Context: an optimization exercise on an open-source flow, tuned for small area, a short achievable clock period and few clock cycles per item. The choices shown serve that exercise and are no tape-out recipe.
The RTL was checked by simulation tests, not by an equivalence proof against the original design.

## smu_dac_conv
module smu_dac_conv (
    input  wire        clk,
    input  wire        rst,         
    input  wire        in_valid,
    output wire        in_ready,
    input  wire [3:0]  in_role,     
    input  wire [7:0]  in_range,    
    input  wire [31:0] in_x,        
    input  wire [31:0] in_cllv,     
    input  wire [31:0] in_clhv,     
    output wire        out_valid,
    input  wire        out_ready,
    output wire [15:0] out_code,
    output wire        out_err      
);
Size: ~3600 cells after synthesis, about 280 flip-flops, roughly 130 I/O pins, about 28000 µm² of cells after synthesis.
Settings: LEC_CHECK=0, ABC_AREA=1, CAP_MARGIN=50, CORE_MARGIN=2, CORE_UTILIZATION=60, CTS_BUF_LIST=sky130_fd_sc_hd__clkbuf_16, CTS_CLUSTER_DIAMETER=100, CTS_CLUSTER_SIZE=20, SLEW_MARGIN=70; clock period 40.0 ns.
standard.sh (not shown) runs the stock make flow with config.mk's settings and CLKGATE_MAP_FILE= SYNTH_SCRIPT=/design/flow/synth_recipe.tcl, a recipe that flattens the netlist after the stock synthesis.
==> flow/flow/run.sh <==
#!/bin/bash
# The standard layout, with plain buffers (sky130_fd_sc_hd__buf_1) on the ports
# instead of the delay buffers buffer_ports picks by default.
set -euo pipefail
bash standard.sh "BUFFER_PORTS_ARGS=-buffer_cell sky130_fd_sc_hd__buf_1" finish > standard.log 2>&1
The starting point produced a clean layout.
Testbench counts at the start, summed over its fixed seeds: cycles 4,832, items 4,800.
Edit:
Settings changed: CORE_UTILIZATION 60 to 75.
Outcome: Hold slack gains 0.029 ns. Wire length goes up by 1.5%. Setup slack degrades by 0.033 ns. Clock-buffer cell count goes up by 1. Cell area goes down by 0.78%. Core utilization rose by 16 points. Area after synthesis does not change. Maximum frequency drops by 0.36%. Die area falls by 20%.
Edit:
Settings changed: CAP_MARGIN 50 to 35, CORE_UTILIZATION 75 to 60.
Result: Setup slack gets better by 0.033 ns; cell count came out higher by a few percent; non-clock buffer count does not change.
Edit:
Settings changed: CAP_MARGIN 35 to 50, CTS_CLUSTER_SIZE 20 to 25.
The changed run passed the timing, DRC and antenna checks.
Wire length hardly moves.
Critical path depth stays the same.
Edit:
Settings changed: CORE_UTILIZATION 60 to 40, CTS_BUF_LIST sky130_fd_sc_hd__clkbuf_16 to sky130_fd_sc_hd__clkbuf_4 sky130_fd_sc_hd__clkbuf_8, CTS_CLUSTER_DIAMETER 100 to unset, CTS_CLUSTER_SIZE 25 to unset.
Result: The changed run passed the timing, DRC and antenna checks; area after synthesis is unchanged; cell area grows by 3.1%; worst setup slack got worse by 0.11 ns; count of clock-buffer cells in the layout increases by 47; critical path depth stays the same; hold slack loses 0.017 ns.
Edit:
Settings changed: CORE_UTILIZATION 40 to 60, CTS_BUF_LIST sky130_fd_sc_hd__clkbuf_4 sky130_fd_sc_hd__clkbuf_8 to sky130_fd_sc_hd__clkbuf_16, CTS_CLUSTER_DIAMETER set to 100, CTS_CLUSTER_SIZE set to 20, SLEW_MARGIN 70 to 75.
Outcome: Final cell count is lower by a little under a tenth. Sequential cell count is unchanged. Global-route usage climbs by 9.5 points. Worst setup slack gains 0.095 ns. Core utilization came out higher by 21 points. Final area decreases slightly.


== P ==
Starting RTL as in the previous note.
==> flow/design.v (excerpt) <==
module smu_dac_conv (
    input  wire        clk,
    input  wire        rst,         
    input  wire        in_valid,
    output wire        in_ready,
    input  wire [3:0]  in_role,     
    input  wire [7:0]  in_range,    
    input  wire [31:0] in_x,        
    input  wire [31:0] in_cllv,     
    input  wire [31:0] in_clhv,     
    output wire        out_valid,
    input  wire        out_ready,
    output wire [15:0] out_code,
    output wire        out_err      
);
    localparam [2:0] CLLI = 3'd2, CLHI = 3'd3, CLLV = 3'd4, CLHV = 3'd5;
    localparam [20:0] CLLI_Z = -21'sd10923;
    localparam [20:0] CLHI_Z = 21'sd10922;
    localparam [20:0] ZNEG = -21'sd524288;
    localparam [20:0] ZPOS = 21'sd524287;
    reg  [4:0] ct;
    reg        rdy_r;
    wire       acc  = in_valid && rdy_r;
    wire       take;
    always @(posedge clk) begin
        if (rst) begin
            ct    <= 5'd0;
            rdy_r <= 1'b1;
        end else if (acc && !take) begin
            ct    <= {ct[3:0], 1'b1};
            rdy_r <= !ct[3];
        end else if (take && !acc) begin
  ...
==> flow/config.mk <==
export PLATFORM = sky130hd
export DESIGN_NAME = smu_dac_conv
export DESIGN_NICKNAME = smu_dac_conv
export VERILOG_FILES = /design/flow/design.v
export SDC_FILE = /design/flow/constraint.sdc
export NUM_CORES = 4
export LEC_CHECK = 0
export ABC_AREA = 1
export CAP_MARGIN = 50
export CORE_MARGIN = 2
export CORE_UTILIZATION = 67
export CTS_BUF_LIST = sky130_fd_sc_hd__clkbuf_16
export CTS_CLUSTER_DIAMETER = 100
export CTS_CLUSTER_SIZE = 20
export SLEW_MARGIN = 70
==> flow/constraint.sdc <==
create_clock -name core_clock -period 40.0 [get_ports {clk}]
set_input_delay 8.0000 -clock core_clock [delete_from_list [all_inputs] [get_ports {clk}]]
set_output_delay 8.0000 -clock core_clock [all_outputs]
set_load 0.01 [all_outputs]
Scripts as last shown in full above: flow/flow/run.sh
Testbench counts of P, summed over its fixed seeds: cycles 4,832, items 4,800.
diff inputs: P => Q
Settings: a change of CTS_CLUSTER_DIAMETER from 100 to 200; a change of CORE_UTILIZATION from 67 to 60.
==> summary.txt <==
~same layout overhead on the synthesized area in Q and P
The final area of Q and that of P are within noise of each other.
Compared with P, Q shows a lower core utilization.
Summary of the comparison: routed wire length is lower in Q, relative to P.
NOTE post-place instance area P->Q increased slightly
Number of detailed-routing iterations run before antenna repair, Q and P: larger value in Q
Re clock period minus final worst setup slack: Q is 0.0093 ns down on P.
Looking at endpoint of the most critical setup path, the out_code[15] result is from P; the out_code[1] one comes from Q.
Timing, DRC, antenna: 0 failures across Q and P
Via count of the routed design improves in Q relative to P.


smu_dac_conv again, from the RTL that the note above started with.
clock: 40.0 ns
lec_check: 0
abc_area: 1
cap_margin: 50
core_margin: 2
core_utilization: 60
cts_buf_list: sky130_fd_sc_hd__clkbuf_16
cts_cluster_diameter: 100
cts_cluster_size: 20
slew_margin: 60
Scripts as last shown in full above: flow/flow/run.sh
The first run ran to the end with no violations.
Testbench counts at the start, summed over its fixed seeds: cycles 4,832, items 4,800.
Next try:
- SLEW_MARGIN: 60 -> 65
The changed run ran to the end with no violations.
Die area does not change.
Global-route usage came out higher by 0.15 points.
Worst setup slack gets worse by 30 ps.
Cell area is about the same.

afterwards: timing with drivers on the ports:
How much do the figures lean on ideal ports? The routed layouts below were timed once more, with nothing changed but the port constraints.
Step 1 assumes that a clkbuf_16 drives the clock port and a buf_2 every other input.
Step 2, shift: input delay + t, output delay - t, t = (earliest + latest rising clock arrival at the registers) / 2. This alone moves slack from input paths to output paths.
Slacks: ideal ports / drivers / drivers and shift; pairs: ideal ports / drivers.
run | t (ns) | slack for setup (ns) | worst setup path after step 2 | clock arrival spread, ns | worst slew at a driven data input, ns
the first run of note 1 | 0.585 | 30.921 / 30.863 / 30.623 | input to register | 0.039 / 0.039 | 0.04
the second run of note 1 | 0.574 | 30.889 / 30.867 / 30.742 | input to register | 0.027 / 0.026 | 0.06
the third run of note 1 | 0.585 | 30.921 / 30.863 / 30.623 | input to register | 0.039 / 0.039 | 0.04
the fourth run of note 1 | 0.587 | 30.941 / 30.881 / 30.623 | input to register | 0.020 / 0.021 | 0.04
the fifth run of note 1 | 0.705 | 30.833 / 30.771 / 30.567 | input to register | 0.047 / 0.047 | 0.05
the sixth run of note 1 | 0.587 | 30.927 / 30.870 / 30.622 | input to register | 0.024 / 0.024 | 0.04
P | 0.593 | 30.923 / 30.863 / 30.727 | input to register | 0.020 / 0.020 | 0.04
Q | 0.585 | 30.932 / 30.875 / 30.619 | input to register | 0.032 / 0.033 | 0.04
the first run of note 3 | 0.589 | 30.916 / 30.861 / 30.506 | input to register | 0.031 / 0.032 | 0.04
the second run of note 3 | 0.589 | 30.886 / 30.874 / 30.496 | input to register | 0.035 / 0.035 | 0.04
After both steps setup and hold are still met in every run listed. The setup slack of the first run of note 3, which loses most, moves by -0.055 ns with the drivers and by -0.410 ns with both steps.
